From an optimization exercise on the open Yosys and OpenROAD flow, aimed at small area, a short achievable clock period and few clock cycles; shortcuts taken in it are not production practice.
The RTL was checked by simulation tests, not by an equivalence proof against the original design.

==> inputs of run G <==
==> flow/design.v (excerpt) <==
module pif_core (
    input  wire         clk,
    input  wire         rst,
    input  wire         host_we,
    input  wire [5:0]   host_addr,
    input  wire [7:0]   host_wdata,
    output wire [7:0]   host_rdata,
    input  wire         start,
    output wire         ready,
    output wire         fault,
    input  wire [127:0] pad,
    output wire         save_en,
    output wire         save_we,
    output wire [7:0]   save_slice,
    output wire [63:0]  save_wdata,
    input  wire [63:0]  save_rdata
);
Settings: LEC_CHECK=0, ABC_CLOCK_PERIOD_IN_PS=6000, CAP_MARGIN=20, CORE_MARGIN=2, CORE_UTILIZATION=45, SETUP_SLACK_MARGIN=3.6, SLEW_MARGIN=20; clock period 10.0 ns.
run.sh (not shown) runs the stock make flow with config.mk's settings and CLKGATE_MAP_FILE= SYNTH_SCRIPT=/design/flow/synth_recipe.tcl, a recipe that flattens the netlist after the stock synthesis.
==> run A: changes against run G <==
--- a/flow/design.v
+++ b/flow/design.v
@@ -45,12 +45,14 @@
     reg        cfirst;
     reg [2:0]  ccnt;         
     reg        ovf_r;        
     reg [5:0]  sl_r;
     reg [6:0]  q;            
     reg [6:0]  e;            
+    reg        cshort;
+    reg [6:0]  erl;          
     wire [2:0] pl  = p[2:0];
     wire [3:0] pl4 = {1'b0, pl};
     wire have1 = f2 || (pl4 + 4'd1 <= 4'd7);
     wire have2 = f2 || (pl4 + 4'd2 <= 4'd7);
     wire have3 = f2 || (pl4 + 4'd3 <= 4'd7);
     wire have4 = f2 || (pl4 + 4'd4 <= 4'd7);
@@ -91,19 +93,27 @@
     wire       dec   = (st == S_DEC);
     wire       trans = !endw && !filler;
     wire       go    = trans && allin && !rlFE && !ovf1;
     wire       fail  = go && !d_ok;
     wire       dwr   = dec && (fail || (go && d_now && !ovf2));
     wire [2:0] chan_inc = (chan == 3'd5) ? 3'd5 : chan + 3'd1;
+    wire       wide  = (d_sig0 || d_sig4 || d_poll) && (rlb > 8'd4);
+    wire       conc  = (dec && go && d_now && !ovf2 && !wide) ||
+                       (st == S_CWR && cshort);
+    wire [6:0] pn    = erl;
+    wire [6:0] fp    = dec ? pn : p;
+    wire [2:0] cb    = dec ? chan_inc : chan;
+    wire [2:0] fpl   = fp[2:0];
+    wire [3:0] fpl4  = {1'b0, fpl};
     reg  [7:0] lf;
     integer fk;
     always @* begin
         for (fk = 0; fk < 8; fk = fk + 1)
-            lf[fk] = (fk < pl) ||
+            lf[fk] = (fk < fpl) ||
                      ((memrow[8*fk+7] || memrow[8*fk+6] || memrow[8*fk +: 8] == 8'h00) &&
-                      (memrow[8*fk +: 8] != 8'hFE) && !(fk == 7 && p[5:3] == 3'd7));
+                      (memrow[8*fk +: 8] != 8'hFE) && !(fk == 7 && fp[5:3] == 3'd7));
     end
     reg  [8:0] fo;
     reg  [6:0] p_skip;
     reg  [2:0] chan_skip;
     reg  [3:0] cs;
     integer fj;
@@ -115,26 +125,31 @@
                 if (!lf[fj]) fo[fk] = 1'b0;
             if (fk < 8 && lf[fk]) fo[fk] = 1'b0;
         end
         p_skip    = 7'd0;
         chan_skip = 3'd0;
         for (fk = 0; fk < 9; fk = fk + 1) begin
-            cs = {1'b0, chan} + fk - pl4;
+            cs = {1'b0, cb} + fk - fpl4;
             if (fo[fk]) begin
-                p_skip    = p_skip | ((fk == 8) ? {p[6:3] + 4'd1, 3'd0} : {p[6:3], fk[2:0]});
+                p_skip    = p_skip | ((fk == 8) ? {fp[6:3] + 4'd1, 3'd0} : {fp[6:3], fk[2:0]});
                 chan_skip = chan_skip | ((cs > 4'd5) ? 3'd5 : cs[2:0]);
             end
         end
     end
-    wire skip = !fo[pl];
+    wire skip = !fo[fpl];
     wire [5:0] wsl  = W[5:0];
     wire [7:0] wop  = W[23:16];
     wire       wn3  = (wop == 8'h02 || wop == 8'h04 || wop == 8'h05) && (wsl > 6'd1);
     wire       wn4  = (wop == 8'h02) && (wsl > 6'd2);
-    wire       fend = (W[7:0] == 8'hFE) || (pl != 3'd7 && W[15:8] == 8'hFE);
-    wire       need2 = (pl >= 3'd6) || (pl == 3'd5 && wn3) || (pl == 3'd4 && wn4);
+    wire       fend = (W[7:0] == 8'hFE) || (fpl != 3'd7 && W[15:8] == 8'hFE);
+    wire [6:0] fe    = fp + 7'd2 + {1'b0, W[5:0]};
+    wire       need2 = (fpl >= 3'd6) || (fpl == 3'd5 && wn3) || (fpl == 3'd4 && wn4);
+    wire       fx_end  = (fp > 7'd62) || (!skip && fend);
+    wire [3:0] fx_st   = fx_end ? S_IDLE : skip ? S_FETCH : need2 ? S_FETCH2 : S_DEC;
+    wire [6:0] fx_p    = skip ? p_skip : fp;
+    wire [2:0] fx_chan = skip ? chan_skip : cb;
     assign ready      = (st == S_IDLE);
     assign fault      = (st == S_FAULT);
     assign save_en    = (st == S_SRDREQ) || (st == S_SWR);
     assign save_we    = (st == S_SWR);
     assign save_slice = slice;
     assign save_wdata = f;
@@ -143,13 +158,13 @@
     always @* begin
         case (st)
             S_FETCH2: erow = p[5:3] + 3'd1;
             S_SWG1:   erow = q[5:3];
             S_SWG2:   erow = q[5:3] + 3'd1;
             S_CRC:    erow = crow;
-            default:  erow = p[5:3];
+            default:  erow = fp[5:3];
         endcase
     end
     wire [2:0]  rsel = hostsel ? host_addr[5:3] : erow;
     wire [63:0] r01 = rsel[0] ? mem[127:64]  : mem[63:0];
     wire [63:0] r23 = rsel[0] ? mem[255:192] : mem[191:128];
     wire [63:0] r45 = rsel[0] ? mem[383:320] : mem[319:256];
@@ -170,35 +185,37 @@
         else if (d_sig0)  rx32 = 32'h00010005;
         else if (d_sig4)  rx32 = 32'h00008000;
         else if (d_poll)  rx32 = padc;
         else              rx32 = 32'd0;
     end
     wire        wrx = dec || (st == S_CWR);
-    wire [63:0] X   = (st == S_SRD) ? save_rdata : (wrx ? {32'd0, rx32} : memrow);
+    wire [63:0] X   = (st == S_SRD) ? save_rdata : memrow;
     wire [6:0] dlo = fail ? p + 7'd1 : e;
     wire [6:0] dhi = fail ? p + 7'd2 : e_rl;
     reg [2:0] amt;
     always @* begin
         case (st)
             S_SWG1, S_SWG2: amt = q[2:0];
-            S_DEC:          amt = 3'd0 - dlo[2:0];
-            S_SRD, S_CWR:   amt = 3'd0 - wlo[2:0];
-            default:        amt = pl;
+            S_SRD:          amt = 3'd0 - wlo[2:0];
+            default:        amt = fpl;
         endcase
     end
     wire [63:0] x4 = amt[2] ? {X[31:0], X[63:32]}   : X;
     wire [63:0] x2 = amt[1] ? {x4[15:0], x4[63:16]} : x4;
     wire [63:0] W  = amt[0] ? {x2[7:0], x2[63:8]}   : x2;
     wire [6:0] lo = dec ? dlo : wlo;
     wire [6:0] hi = dec ? dhi : wend;
+    wire [1:0]  ra  = 2'd0 - lo[1:0];
+    wire [31:0] ry2 = ra[1] ? {rx32[15:0], rx32[31:16]} : rx32;
+    wire [31:0] r4  = ra[0] ? {ry2[7:0], ry2[31:8]}     : ry2;
     wire rng_en = dwr || (st == S_SRD) || (st == S_CWR) ||
                   (st == S_SWR && !ovf_r) || (st == S_FETCH && zpend);
     wire clr63  = (dec && (endw || (trans && allin && rlFE))) ||
-                  (st == S_FETCH && (p > 7'd62 || (!skip && fend)));
+                  ((st == S_FETCH || conc) && fx_end);
     wire [63:0] lane_d = (st == S_IDLE) ? {8{host_wdata}} :
-                         (wrx || st == S_SRD) ? W : 64'd0;
+                         (st == S_SRD) ? W : wrx ? {r4, r4} : 64'd0;
     wire [63:0] lane_w = rst ? 64'd0 : lane_d;
     wire [7:0] lo_row_eq, lo_row_gt, lo_lane_ge;
     wire [7:0] hi_row_eq, hi_row_lt, hi_lane_lt;
     wire [7:0] ha_row, ha_lane;
     genvar gr;
     generate
@@ -219,23 +236,23 @@
         for (i = 0; i < 64; i = i + 1) begin
             if (rst ||
                 (host_wr && ha_row[i/8] && ha_lane[i%8]) ||
                 (rng_en && (lo_row_gt[i/8] || (lo_row_eq[i/8] && lo_lane_ge[i%8]))
                         && (hi_row_lt[i/8] || (hi_row_eq[i/8] && hi_lane_lt[i%8]))) ||
                 (i == 63 && clr63))
-                mem[8*i +: 8] <= lane_w[8*(i%8) +: 8];
+                mem[8*i +: 8] <= (i == 63 && clr63) ? 8'h00 : lane_w[8*(i%8) +: 8];
         end
     end
     reg  [63:0] crc_in;
     integer l;
     always @* begin
         for (l = 0; l < 8; l = l + 1)
             crc_in[8*l +: 8] = ((!cfirst || l >= cms) && (crow != cend || l <= cml))
                                ? memrow[8*l +: 8] : 8'h00;
     end
-    wire [7:0] crc_row, crc_z, crc_zi;
+    wire [7:0] crc_row, crc_z, crc_zi, crc_zi2;
     wire [7:0] crc_y = (st == S_CRC) ? crc_row : crc;
     assign crc_row[0] = ^(crc & 8'h8f) ^ ^(crc_in & 64'h01bfcfebb0cba841);
     assign crc_row[1] = ^(crc & 8'h1e) ^ ^(crc_in & 64'h027e9fd761975183);
     assign crc_row[2] = ^(crc & 8'hb2) ^ ^(crc_in & 64'h0443f14473e50b47);
     assign crc_row[3] = ^(crc & 8'h64) ^ ^(crc_in & 64'h0886e289e6ca178e);
     assign crc_row[4] = ^(crc & 8'hc9) ^ ^(crc_in & 64'h100cc513cd952f1c);
@@ -255,12 +272,20 @@
     assign crc_zi[2] = ^(crc_y & 8'h0f);
     assign crc_zi[3] = ^(crc_y & 8'h1f);
     assign crc_zi[4] = ^(crc_y & 8'h3f);
     assign crc_zi[5] = ^(crc_y & 8'h7f);
     assign crc_zi[6] = ^(crc_y & 8'hfe);
     assign crc_zi[7] = ^(crc_y & 8'hab);
+    assign crc_zi2[0] = ^(crc & 8'h62);
+    assign crc_zi2[1] = ^(crc & 8'hc4);
+    assign crc_zi2[2] = ^(crc & 8'hea);
+    assign crc_zi2[3] = ^(crc & 8'hd5);
+    assign crc_zi2[4] = ^(crc & 8'haa);
+    assign crc_zi2[5] = ^(crc & 8'h54);
+    assign crc_zi2[6] = ^(crc & 8'ha9);
+    assign crc_zi2[7] = ^(crc & 8'h31);
     wire [2:0] ct = 3'd7 - cml;     
     wire [63:0] txm;
     genvar gk;
     generate
         for (gk = 0; gk < 8; gk = gk + 1) begin : g_txm
             assign txm[8*gk +: 8] = ({2'b00, sl_r} > gk + 2) ? W[8*gk +: 8] : 8'h00;
@@ -282,29 +307,25 @@
                         st   <= S_FETCH;
                     end
                 end
                 S_FETCH: begin
                     zpend <= 1'b0;
                     f     <= W;
-                    e     <= p + 7'd2 + {1'b0, W[5:0]};
+                    e     <= fe;
+                    erl   <= fe + W[14:8];
                     f2    <= 1'b0;
-                    if (p > 7'd62) begin
-                        st <= S_IDLE;
-                    end else if (skip) begin
-                        p    <= p_skip;
-                        chan <= chan_skip;
-                    end else if (fend) begin
-                        st <= S_IDLE;
-                    end else begin
-                        st <= need2 ? S_FETCH2 : S_DEC;
-                    end
+                    p     <= fx_p;
+                    chan  <= fx_chan;
+                    st    <= fx_st;
                 end
                 S_FETCH2: begin
                     for (k = 0; k < 8; k = k + 1)
                         if (pl4 + k > 4'd7)
                             f[8*k +: 8] <= W[8*k +: 8];
+                    if (pl == 3'd7)
+                        erl <= e + W[14:8];
                     f2 <= 1'b1;
                     st <= S_DEC;
                 end
                 S_DEC: begin
                     if (endw) begin
                         st <= S_IDLE;
@@ -319,30 +340,39 @@
                     end else if (ovf1) begin
                         st <= S_FAULT;
                     end else if (!d_ok) begin
                         chan <= chan_inc;
                         p    <= e;
                         st   <= S_FETCH;
+                    end else if (conc) begin
+                        f    <= W;
+                        e    <= fe;
+                        erl  <= fe + W[14:8];
+                        f2   <= 1'b0;
+                        p    <= fx_p;
+                        chan <= fx_chan;
+                        st   <= fx_st;
                     end else if (ovf2 && !d_swr) begin
                         st <= S_FAULT;
                     end else begin
                         chan <= chan_inc;
                         p    <= e_rl;
                         wlo  <= e;
                         wend <= e_rl;
                         if (d_now) begin
-                            wlo   <= e + 7'd8;
+                            wlo   <= e + 7'd4;
                             zpend <= 1'b1;
                             st    <= S_FETCH;
                         end else if (d_long) begin
                             crc    <= 8'h00;
                             crow   <= ms[5:3];
                             cms    <= ms[2:0];
                             cend   <= me1[5:3];
                             cml    <= me1[2:0];
                             cfirst <= 1'b1;
+                            cshort <= (rlb <= 8'd4);
                             st     <= S_CRC;
                         end else if (d_srd) begin
                             slice <= t1;
                             st    <= S_SRDREQ;
                         end else begin
                             slice <= t1;
@@ -367,18 +397,38 @@
                         st   <= (ct <= 3'd2) ? S_CWR : S_CORR;
                     end else begin
                         crc <= crc_row;
                     end
                 end
                 S_CORR: begin
-                    crc  <= crc_zi;
-                    ccnt <= ccnt - 3'd1;
-                    if (ccnt == 3'd1)
-                        st <= S_CWR;
+                    if (ccnt >= 3'd2) begin
+                        crc  <= crc_zi2;
+                        ccnt <= ccnt - 3'd2;
+                        if (ccnt == 3'd2)
+                            st <= S_CWR;
+                    end else begin
+                        crc <= crc_zi;
+                        st  <= S_CWR;
+                    end
+                end
+                S_CWR: begin
+                    if (cshort) begin
+                        f    <= W;
+                        e    <= fe;
+                        erl  <= fe + W[14:8];
+                        f2   <= 1'b0;
+                        p    <= fx_p;
+                        chan <= fx_chan;
+                        st   <= fx_st;
+                    end else begin
+                        wlo   <= wlo + 7'd4;
+                        zpend <= 1'b1;
+                        st    <= S_FETCH;
+                    end
                 end
-                S_CWR, S_SRD: begin
+                S_SRD: begin
                     wlo   <= wlo + 7'd8;
                     zpend <= 1'b1;
                     st    <= S_FETCH;
                 end
                 S_SRDREQ: st <= S_SRD;
                 S_SWG1: begin
Settings changed: CTS_BUF_LIST set to sky130_fd_sc_hd__clkbuf_8, CTS_CLUSTER_SIZE set to 20, SETUP_SLACK_MARGIN 3.6 to 3.4, TNS_END_PERCENT set to 10.
==> notes <==
Of run A and run G, run A has the higher routed wire length (gap 10%, measured against run G).
Between run G and run A, the lower cell area is in run G (gap 3.2%, measured against run A).
Utilization: run A is lower than run G (1.6 points).
Of run A and run G, run G has the higher critical path depth (gap 8).
Against run G, the final cell count of run A is larger by 9.4%.
Of run G and run A, run A has the higher clock skew (gap 32 ps).
Of run A and run G, run G has the higher maximum frequency (gap about 2.2%, measured against run G).
Against run G, the global-route usage of run A is higher by 1.7 points.
Testbench counts of run G, summed over its fixed seeds: cycles 77,234.
Testbench counts of run A, summed over its fixed seeds: cycles 74,157.

afterwards: timing with drivers on the ports:
The results above use ideal ports. As a check the final layouts listed here were re-extracted and re-timed, cells and wires unchanged. Step 1, drivers: a clkbuf_16 drives clk and a buf_2 each remaining input, both assumed. Step 2 adds t to the input delays and takes it off the output delays; t is the mean of the earliest and latest rising clock arrival at the registers after step 1. Input paths then give back, and output paths get back, about the clock's delay inside the block. Slacks: ideal ports / drivers / drivers and shift; pairs: ideal ports / drivers.
| run | t (ns) | setup slack, ns | worst slew at a driven data input, ns |
|---|---|---|---|
| run G | 0.740 | 3.300 / 3.226 / 2.802 | 0.11 |
| run A | 0.910 | 3.149 / 3.073 / 2.459 | 0.13 |
After both steps every run listed still meets setup and hold. For run A, which loses most, drivers alone change the setup slack by -0.076 ns; drivers and shift together by -0.690 ns.
